From an optimization exercise on the open Yosys and OpenROAD flow, aimed at small area and a short achievable clock period; shortcuts taken in it are not production practice.
Power and IR drop assume default switching activity.

==> job 6134 <==
==> flow/design.v <==
module zc_decode (
    input  wire        w,
    input  wire [63:0] x,
    output wire        sign,
    output wire [10:0] raw,       
    output wire [10:0] re,        
    output wire        sent,      
    output wire        nan,
    output wire        zero,      
    output wire        ge_bias,   
    output wire        eq_bias    
);
    wire e1_s = &x[30:23];
    wire e1_d = &x[62:52];
    wire e0_s = ~|x[30:23];
    wire e0_d = ~|x[62:52];
    wire s_lo = |x[22:0];
    wire s_hi = |x[51:23];
    wire allones = w ? e1_d : e1_s;
    wire ezero   = w ? e0_d : e0_s;
    wire sig_nz  = s_lo | (w & s_hi);
    assign sign = w ? x[63] : x[31];
    assign raw  = w ? x[62:52] : {3'b000, x[30:23]};
    assign nan  = allones & sig_nz;
    assign zero = ezero & ~sig_nz;
    assign sent = zero | allones;
    wire lo1 = w ? &x[61:52] : &x[29:23];    
    wire top = w ? x[62] : x[30];
    assign ge_bias = top | lo1;
    assign eq_bias = ~top & lo1;
    assign re = sent ? {1'b0, w, w, w, 7'h7F} : raw;
endmodule
module zc_msb #(
    parameter N = 64,
    parameter P = (N <= 1) ? 1 : $clog2(N)
) (
    input  wire [N-1:0] x,
    input  wire [N-1:0] a,
    output wire         v,
    output wire         g,
    output wire [P-1:0] pos
);
    generate
        if (N == 1) begin : g_leaf
            assign v   = x[0];
            assign g   = x[0] & a[0];
            assign pos = 1'b0;
        end else if (N == 2) begin : g_two
            assign v   = x[1] | x[0];
            assign g   = x[1] ? a[1] : (x[0] & a[0]);
            assign pos = x[1];
        end else begin : g_node
            localparam L  = 1 << (P - 1);      
            localparam H  = N - L;             
            localparam PH = (H <= 1) ? 1 : $clog2(H);
            wire          vh, gh, vl, gl;
            wire [PH-1:0] ph;
            wire [P-2:0]  pl;
            zc_msb #(.N(H)) u_h (.x(x[N-1:L]), .a(a[N-1:L]), .v(vh), .g(gh), .pos(ph));
            zc_msb #(.N(L)) u_l (.x(x[L-1:0]), .a(a[L-1:0]), .v(vl), .g(gl), .pos(pl));
            wire [P-2:0] phx = ph;             
            assign v   = vh | vl;
            assign g   = vh ? gh : gl;
            assign pos = vh ? {1'b1, phx} : {1'b0, pl};
        end
    endgenerate
endmodule
module zc_log2_64 (
    input  wire [63:0] x,
    output wire [5:0]  y
);
    wire v, g;
    zc_msb #(.N(64)) u (.x(x), .a(64'd0), .v(v), .g(g), .pos(y));
endmodule
module zc_pair (
    input  wire        w,
    input  wire [63:0] p,
    input  wire [63:0] q,
    output wire [11:0] key,
    output wire        same_mag,
    output wire [10:0] pre,       
    output wire        lt_same,   
    output wire        pneg,
    output wire        qneg,
    output wire        qnan
);
    wire        ps, qs, pnan, pz, qz, psent, qsent, pge, peq, qge, qeq;
    wire [10:0] praw, qraw, qre;
    zc_decode u_dp (.w(w), .x(p), .sign(ps), .raw(praw), .re(pre), .sent(psent),
                    .nan(pnan), .zero(pz), .ge_bias(pge), .eq_bias(peq));
    zc_decode u_dq (.w(w), .x(q), .sign(qs), .raw(qraw), .re(qre), .sent(qsent),
                    .nan(qnan), .zero(qz), .ge_bias(qge), .eq_bias(qeq));
    assign pneg = ~pnan & ps & ~pz;
    assign qneg = ~qnan & qs & ~qz;
    wire [63:0] x = p ^ q;
    wire        vE, gE, vH, gH, vM, gM, vL, gL;
    wire [3:0]  pE;
    wire [4:0]  pH, pL;
    wire [2:0]  pM;
    wire        vE0, vH0;
    zc_msb #(.N(11)) u_e (.x(x[62:52]), .a(p[62:52]), .v(vE0), .g(gE), .pos(pE));
    zc_msb #(.N(21)) u_h (.x(x[51:31]), .a(p[51:31]), .v(vH0), .g(gH), .pos(pH));
    assign vE = vE0 & w;
    assign vH = vH0 & w;
    zc_msb #(.N(8))  u_m (.x(x[30:23]),           .a(p[30:23]), .v(vM), .g(gM), .pos(pM));
    zc_msb #(.N(23)) u_l (.x(x[22:0]),            .a(p[22:0]),  .v(vL), .g(gL), .pos(pL));
    wire meq = ~(vE | vH | vM | vL);
    wire mgt = vE ? gE : vH ? gH : vM ? gM : gL;
    wire mlt = ~mgt & ~meq;
    assign same_mag = ~pnan & ~qnan & meq;
    assign lt_same  = pneg ? mgt : (~pnan & ~qnan & mlt);
    wire rgt = w ? gE : gM;
    wire req = w ? ~vE : ~vM;
    wire egt = (psent & qsent) ? 1'b0 :
               psent           ? ~qge :
               qsent           ? (pge & ~peq) : rgt;
    wire eeq = (psent & qsent) ? 1'b1 :
               psent           ? qeq :
               qsent           ? peq : req;
    wire [10:0] emax = egt ? pre : qre;
    wire       sx_nz = vH | (w & vM) | vL;
    wire [5:0] lg = vH       ? ({1'b0, pH} + 6'd31) :
                    (w & vM) ? ({3'b000, pM} + 6'd23) : {1'b0, pL};
    wire [5:0] t = (eeq & sx_nz) ? lg : (w ? 6'd52 : 6'd23);
    zc_add #(.N(12)) u_add (.a({1'b0, emax}), .b({6'd0, t}), .ci(1'b0), .s(key));
endmodule
module zc_add #(
    parameter N = 12
) (
    input  wire [N-1:0] a,
    input  wire [N-1:0] b,
    input  wire         ci,
    output wire [N-1:0] s
);
    wire [N-1:0] p0 = a ^ b;
    wire [N-1:0] g0 = a & b;
    reg  [N-1:0] G, P;
    reg  [N-1:0] Gn, Pn;
    integer d, i;
    always @* begin
        G = g0;
        P = p0;
        G[0] = g0[0] | (p0[0] & ci);
        for (d = 1; d < N; d = d * 2) begin
            Gn = G;
            Pn = P;
            for (i = 0; i < N; i = i + 1)
                if ((i / d) % 2 == 1) begin
                    Gn[i] = G[i] | (P[i] & G[(i / d) * d - 1]);
                    Pn[i] = P[i] & P[(i / d) * d - 1];
                end
            G = Gn;
            P = Pn;
        end
    end
    wire [N-1:0] c = {G[N-2:0], ci};
    assign s = p0 ^ c;
endmodule
module zc_ucmp #(
    parameter N = 13
) (
    input  wire [N-1:0] a,
    input  wire [N-1:0] b,
    output wire         gt,
    output wire         eq
);
    wire v;
    wire [((N <= 1) ? 1 : $clog2(N))-1:0] pos;
    zc_msb #(.N(N)) u (.x(a ^ b), .a(a), .v(v), .g(gt), .pos(pos));
    assign eq = ~v;
endmodule
module zc_less (
    input  wire         w,
    input  wire [255:0] p,
    input  wire [255:0] q,
    output wire         less
);
    wire [51:0] k;
    wire [3:0]  lt, nd, ltx;
    genvar g;
    generate
        for (g = 0; g < 4; g = g + 1) begin : g_axis
            wire [11:0] key;
            wire        sm, pn, qn, qnan;
            wire [10:0] pre_unused;
            zc_pair u_pair (
                .w(w), .p(p[g*64 +: 64]), .q(q[g*64 +: 64]),
                .key(key), .same_mag(sm), .pre(pre_unused), .lt_same(lt[g]),
                .pneg(pn), .qneg(qn), .qnan(qnan)
            );
            assign k[g*13 +: 13] = {~sm, key};
            assign nd[g]  = pn ^ qn;
            assign ltx[g] = pn & ~qnan;
        end
    endgenerate
    wire gt10, eq10, gt20, eq20, gt30, eq30, gt21, eq21, gt31, eq31, gt32, eq32;
    zc_ucmp #(.N(13)) c10 (.a(k[25:13]), .b(k[12:0]),  .gt(gt10), .eq(eq10));
    zc_ucmp #(.N(13)) c20 (.a(k[38:26]), .b(k[12:0]),  .gt(gt20), .eq(eq20));
    zc_ucmp #(.N(13)) c30 (.a(k[51:39]), .b(k[12:0]),  .gt(gt30), .eq(eq30));
    zc_ucmp #(.N(13)) c21 (.a(k[38:26]), .b(k[25:13]), .gt(gt21), .eq(eq21));
    zc_ucmp #(.N(13)) c31 (.a(k[51:39]), .b(k[25:13]), .gt(gt31), .eq(eq31));
    zc_ucmp #(.N(13)) c32 (.a(k[51:39]), .b(k[38:26]), .gt(gt32), .eq(eq32));
    wire ge10 = gt10 | eq10, ge20 = gt20 | eq20, ge30 = gt30 | eq30;
    wire ge21 = gt21 | eq21, ge31 = gt31 | eq31, ge32 = gt32 | eq32;
    wire win3 = ge32 & ge31 & ge30;
    wire win2 = ~ge32 & ge21 & ge20;
    wire win1 = ~ge31 & ~ge21 & ge10;
    wire win0 = ~ge30 & ~ge20 & ~ge10;
    wire lsel = (win3 & lt[3]) | (win2 & lt[2]) | (win1 & lt[1]) | (win0 & lt[0]);
    assign less = nd[3] ? ltx[3] :
                  nd[2] ? ltx[2] :
                  nd[1] ? ltx[1] :
                  nd[0] ? ltx[0] : lsel;
endmodule
module zorder_core #(
    parameter D = 4
) (
    input  wire            clk,
    input  wire [3:0]      cmd,
    input  wire [63:0]     a,
    input  wire [63:0]     b,
    input  wire [D*64-1:0] p,
    input  wire [D*64-1:0] q,
    output reg  [63:0]     res
);
    wire       w = cmd[3];
    wire [2:0] c = cmd[2:0];
    wire [11:0] key;
    wire        same_mag;
    wire [10:0] are;
    wire        u0, u1, u2, u3;
    zc_pair u_ab (
        .w(w), .p(a), .q(b), .key(key), .same_mag(same_mag), .pre(are),
        .lt_same(u0), .pneg(u1), .qneg(u2), .qnan(u3)
    );
    wire        isxm = c[2];
    wire [11:0] sv_in  = isxm ? key : {1'b0, are};
    wire [11:0] sv_neg = w ? (isxm ? 12'hBCD : 12'hC01) : (isxm ? 12'hF6A : 12'hF81);
    wire [11:0] sv;
    zc_add #(.N(12)) u_sv (.a(sv_in), .b(sv_neg), .ci(1'b0), .s(sv));
    wire        s  = sv[11];
    wire [5:0] lg;
    zc_log2_64 u_lg (.x({a[63:32] & {32{w}}, a[31:0]}), .y(lg));
    wire less;
    zc_less u_less (.w(w), .p(p), .q(q), .less(less));
    reg [63:0] result;
    always @* begin
        case (c)
            3'd0:    result = {a[63:32] & {32{w}}, a[31:0]};
            3'd1:    result = {{52{s}}, sv};
            3'd2:    result = {12'd0, a[51:23] & {29{w}}, a[22:0]};
            3'd3:    result = {58'd0, lg};
            3'd4:    result = same_mag ? 64'hFFFFFFFF80000000 : {{52{s}}, sv};
            3'd5:    result = {63'd0, less};
            default: result = 64'd0;    
        endcase
    end
    always @(posedge clk)
        res <= result;
endmodule
==> flow/run.sh <==
#!/bin/bash
# synth_recipe.tcl (not shown) runs the flow's synth.tcl, then flattens the netlist and writes it again
# the make line also repeats each setting of config.mk as NAME=value (left out here)
make -C /OpenROAD-flow-scripts/flow DESIGN_CONFIG=/design/flow/config.mk WORK_HOME=/design/flow/orfs CLKGATE_MAP_FILE= SYNTH_SCRIPT=/design/flow/synth_recipe.tcl finish
==> flow/config.mk <==
export PLATFORM = sky130hd
export DESIGN_NAME = zorder_core
export DESIGN_NICKNAME = zorder_core
export VERILOG_FILES = /design/flow/design.v
export SDC_FILE = /design/flow/constraint.sdc
export NUM_CORES = 4
export LEC_CHECK = 0
export CAP_MARGIN = 20
export CORE_MARGIN = 2
export CORE_UTILIZATION = 35
export SETUP_SLACK_MARGIN = 5
export SLEW_MARGIN = 20
==> flow/constraint.sdc <==
create_clock -name core_clock -period 16.0 [get_ports {clk}]
set_input_delay 3.2000 -clock core_clock [delete_from_list [all_inputs] [get_ports {clk}]]
set_output_delay 3.2000 -clock core_clock [all_outputs]
set_load 0.01 [all_outputs]
==> job 2248 (differences from job 6134) <==
--- a/flow/design.v
+++ b/flow/design.v
@@ -74,3 +74,5 @@
 endmodule
-module zc_pair (
+module zc_pair #(
+    parameter SCALAR = 0
+) (
     input  wire        w,
@@ -123,4 +125,13 @@
                     (w & vM) ? ({3'b000, pM} + 6'd23) : {1'b0, pL};
-    wire [5:0] t = (eeq & sx_nz) ? lg : (w ? 6'd52 : 6'd23);
-    zc_add #(.N(12)) u_add (.a({1'b0, emax}), .b({6'd0, t}), .ci(1'b0), .s(key));
+    wire [11:0] t;
+    generate
+        if (SCALAR) begin : g_scalar
+            wire [11:0] lgc;
+            zc_add #(.N(12)) u_lgc (.a({6'd0, lg}), .b(w ? 12'hBCD : 12'hF6A), .ci(1'b0), .s(lgc));
+            assign t = (eeq & sx_nz) ? lgc : (w ? 12'hC01 : 12'hF81);
+        end else begin : g_key
+            assign t = {6'd0, (eeq & sx_nz) ? lg : (w ? 6'd52 : 6'd23)};
+        end
+    endgenerate
+    zc_add #(.N(12)) u_add (.a({1'b0, emax}), .b(t), .ci(1'b0), .s(key));
 endmodule
@@ -171,3 +182,3 @@
 endmodule
-module zc_less (
+module zc_less_axes (
     input  wire         w,
@@ -175,6 +186,8 @@
     input  wire [255:0] q,
-    output wire         less
-);
-    wire [51:0] k;
-    wire [3:0]  lt, nd, ltx;
+    output wire [51:0]  k,       
+    output wire [3:0]   lt,      
+    output wire         dec,     
+    output wire         dval     
+);
+    wire [3:0] nd, ltx;
     genvar g;
@@ -195,2 +208,14 @@
     endgenerate
+    assign dec  = |nd;
+    assign dval = nd[3] ? ltx[3] :
+                  nd[2] ? ltx[2] :
+                  nd[1] ? ltx[1] : ltx[0];
+endmodule
+module zc_less_pick (
+    input  wire [51:0] k,
+    input  wire [3:0]  lt,
+    input  wire        dec,
+    input  wire        dval,
+    output wire        less
+);
     wire gt10, eq10, gt20, eq20, gt30, eq30, gt21, eq21, gt31, eq31, gt32, eq32;
@@ -209,6 +234,3 @@
     wire lsel = (win3 & lt[3]) | (win2 & lt[2]) | (win1 & lt[1]) | (win0 & lt[0]);
-    assign less = nd[3] ? ltx[3] :
-                  nd[2] ? ltx[2] :
-                  nd[1] ? ltx[1] :
-                  nd[0] ? ltx[0] : lsel;
+    assign less = dec ? dval : lsel;
 endmodule
@@ -223,3 +245,3 @@
     input  wire [D*64-1:0] q,
-    output reg  [63:0]     res
+    output wire [63:0]     res
 );
@@ -231,3 +253,3 @@
     wire        u0, u1, u2, u3;
-    zc_pair u_ab (
+    zc_pair #(.SCALAR(1)) u_ab (
         .w(w), .p(a), .q(b), .key(key), .same_mag(same_mag), .pre(are),
@@ -235,12 +257,12 @@
     );
-    wire        isxm = c[2];
-    wire [11:0] sv_in  = isxm ? key : {1'b0, are};
-    wire [11:0] sv_neg = w ? (isxm ? 12'hBCD : 12'hC01) : (isxm ? 12'hF6A : 12'hF81);
-    wire [11:0] sv;
-    zc_add #(.N(12)) u_sv (.a(sv_in), .b(sv_neg), .ci(1'b0), .s(sv));
-    wire        s  = sv[11];
+    wire [11:0] ev;
+    zc_add #(.N(12)) u_ev (.a({1'b0, are}), .b(w ? 12'hC01 : 12'hF81), .ci(1'b0), .s(ev));
+    wire        es = ev[11];
+    wire        ks = key[11];
     wire [5:0] lg;
     zc_log2_64 u_lg (.x({a[63:32] & {32{w}}, a[31:0]}), .y(lg));
-    wire less;
-    zc_less u_less (.w(w), .p(p), .q(q), .less(less));
+    wire [51:0] k;
+    wire [3:0]  lt;
+    wire        dec, dval;
+    zc_less_axes u_axes (.w(w), .p(p), .q(q), .k(k), .lt(lt), .dec(dec), .dval(dval));
     reg [63:0] result;
@@ -249,7 +271,6 @@
             3'd0:    result = {a[63:32] & {32{w}}, a[31:0]};
-            3'd1:    result = {{52{s}}, sv};
+            3'd1:    result = {{52{es}}, ev};
             3'd2:    result = {12'd0, a[51:23] & {29{w}}, a[22:0]};
             3'd3:    result = {58'd0, lg};
-            3'd4:    result = same_mag ? 64'hFFFFFFFF80000000 : {{52{s}}, sv};
-            3'd5:    result = {63'd0, less};
+            3'd4:    result = same_mag ? 64'hFFFFFFFF80000000 : {{52{ks}}, key};
             default: result = 64'd0;    
@@ -257,4 +278,18 @@
     end
-    always @(posedge clk)
-        res <= result;
-endmodule
+    reg [63:0] r_res;
+    reg        r_isless;
+    reg [51:0] r_k;
+    reg [3:0]  r_lt;
+    reg        r_dec, r_dval;
+    always @(posedge clk) begin
+        r_res    <= result;
+        r_isless <= (c == 3'd5);
+        r_k      <= k;
+        r_lt     <= lt;
+        r_dec    <= dec;
+        r_dval   <= dval;
+    end
+    wire less;
+    zc_less_pick u_pick (.k(r_k), .lt(r_lt), .dec(r_dec), .dval(r_dval), .less(less));
+    assign res = {r_res[63:1], r_isless ? less : r_res[0]};
+endmodule
==> flow/flow/run.sh (new file) <==
#!/bin/bash
# Standard layout, with the smallest plain buffer on every port.
set -euo pipefail
export BUFFER_PORTS_ARGS="-buffer_cell sky130_fd_sc_hd__buf_1"
bash standard.sh > standard_flow.log 2>&1
==> flow/standard.sh (new file) <==
#!/bin/bash
# synth_recipe.tcl (not shown) runs the flow's synth.tcl, then flattens the netlist and writes it again
# the make line also repeats each setting of config.mk as NAME=value (left out here)
make -C /OpenROAD-flow-scripts/flow DESIGN_CONFIG=/design/flow/config.mk WORK_HOME=/design/flow/orfs CLKGATE_MAP_FILE= SYNTH_SCRIPT=/design/flow/synth_recipe.tcl "${@:-finish}"
removed: flow/run.sh
==> job 4325 (differences from job 6134) <==
--- a/flow/design.v
+++ b/flow/design.v
@@ -171,3 +171,3 @@
 endmodule
-module zc_less (
+module zc_less_axes (
     input  wire         w,
@@ -175,6 +175,8 @@
     input  wire [255:0] q,
-    output wire         less
-);
-    wire [51:0] k;
-    wire [3:0]  lt, nd, ltx;
+    output wire [51:0]  k,       
+    output wire [3:0]   lt,      
+    output wire         dec,     
+    output wire         dval     
+);
+    wire [3:0] nd, ltx;
     genvar g;
@@ -195,2 +197,14 @@
     endgenerate
+    assign dec  = |nd;
+    assign dval = nd[3] ? ltx[3] :
+                  nd[2] ? ltx[2] :
+                  nd[1] ? ltx[1] : ltx[0];
+endmodule
+module zc_less_pick (
+    input  wire [51:0] k,
+    input  wire [3:0]  lt,
+    input  wire        dec,
+    input  wire        dval,
+    output wire        less
+);
     wire gt10, eq10, gt20, eq20, gt30, eq30, gt21, eq21, gt31, eq31, gt32, eq32;
@@ -209,6 +223,3 @@
     wire lsel = (win3 & lt[3]) | (win2 & lt[2]) | (win1 & lt[1]) | (win0 & lt[0]);
-    assign less = nd[3] ? ltx[3] :
-                  nd[2] ? ltx[2] :
-                  nd[1] ? ltx[1] :
-                  nd[0] ? ltx[0] : lsel;
+    assign less = dec ? dval : lsel;
 endmodule
@@ -223,3 +234,3 @@
     input  wire [D*64-1:0] q,
-    output reg  [63:0]     res
+    output wire [63:0]     res
 );
@@ -243,4 +254,6 @@
     zc_log2_64 u_lg (.x({a[63:32] & {32{w}}, a[31:0]}), .y(lg));
-    wire less;
-    zc_less u_less (.w(w), .p(p), .q(q), .less(less));
+    wire [51:0] k;
+    wire [3:0]  lt;
+    wire        dec, dval;
+    zc_less_axes u_axes (.w(w), .p(p), .q(q), .k(k), .lt(lt), .dec(dec), .dval(dval));
     reg [63:0] result;
@@ -253,3 +266,2 @@
             3'd4:    result = same_mag ? 64'hFFFFFFFF80000000 : {{52{s}}, sv};
-            3'd5:    result = {63'd0, less};
             default: result = 64'd0;    
@@ -257,4 +269,18 @@
     end
-    always @(posedge clk)
-        res <= result;
-endmodule
+    reg [63:0] r_res;
+    reg        r_isless;
+    reg [51:0] r_k;
+    reg [3:0]  r_lt;
+    reg        r_dec, r_dval;
+    always @(posedge clk) begin
+        r_res    <= result;
+        r_isless <= (c == 3'd5);
+        r_k      <= k;
+        r_lt     <= lt;
+        r_dec    <= dec;
+        r_dval   <= dval;
+    end
+    wire less;
+    zc_less_pick u_pick (.k(r_k), .lt(r_lt), .dec(r_dec), .dval(r_dval), .less(less));
+    assign res = {r_res[63:1], r_isless ? less : r_res[0]};
+endmodule
- SETUP_SLACK_MARGIN: 5 -> unset
==> results.txt <==
Die ar. between 0.06 and 0.07 mm²; Syn-to-layout area delta 15.6%; final core occ 0.407; Fmax 0.112 GHz; Synth Instances 3289; Buf+Inv Stages, Crit Path 7; top cells by area, synth ha_1 (12%), dfxtp_1 (10%), xnor2_1 (6.4%); multi-input logic portion of the cell area 0.694; ant diodes 2; non-clk buf share 0.103; Seq group 419 µW; Non-Filler Instances 4776; biggest regs r_res x64, r_k x52, r_lt x4; post-layout net count ~4800; Core ar. around 0.067 mm²; outcome no timing/DRC/antenna violations
# the run above: job 2248

==> results.txt <==
Die ar. 0.0641 mm²; outcome no timing/DRC/antenna violations; Syn-to-layout area delta 37.9%; final core occ 0.487; biggest regs res x64; Non-Filler Instances 4622; ant diodes 7; final WL around 96000 µm; Seq group 186 µW; Synth Instances 3173; non-clk buf share 0.241; Fmax 0.0940 GHz; Die W 253 µm; Final WS setup 5.36 ns; multi-input logic portion of the cell area 0.628; WHS Endpoint res[25]
# the run above: job 6134

==> results.txt <==
outcome no timing/DRC/antenna violations; Die ar. between 0.07 and 0.08 mm²; post-layout net count 4890; top cells by area, synth ha_1 (11%), dfxtp_1 (10%), inv_1 (5.8%); Synth Instances 3417; Seq group 422 µW; non-clk buf share 0.226; Fmax 0.0915 GHz; Core ar. ~0.07 mm²
# the run above: job 4325

No run of this note included a check of the RTL's function; only the layout flow was run.

-- static timing again, ports no longer ideal --
The results above use ideal ports. As a check the final layouts listed here were re-extracted and re-timed, cells and wires unchanged.
Step 1, drivers: a clkbuf_16 drives clk and a buf_2 each remaining input, both assumed.
Step 2, shift: input delay + t, output delay - t, t = (earliest + latest rising clock arrival at the registers) / 2. This alone moves slack from input paths to output paths.
Three values: ideal, step 1, step 2; two values: the first two.
run | t, ns | setup slack, ns | slew at the worst register clock pin (ns) | cell pins on the clock port's net
job 6134 | 0.395 | 5.358 / 5.352 / 4.958 | 0.06 / 0.06 | 1
job 2248 | 0.508 | 7.055 / 7.087 / 6.579 | 0.07 / 0.07 | 1
job 4325 | 0.502 | 5.077 / 5.113 / 4.611 | 0.07 / 0.07 | 1
After both steps setup and hold are still met in every run listed. The setup slack of job 2248, which loses most, moves by +0.032 ns with the drivers and by -0.476 ns with both steps.
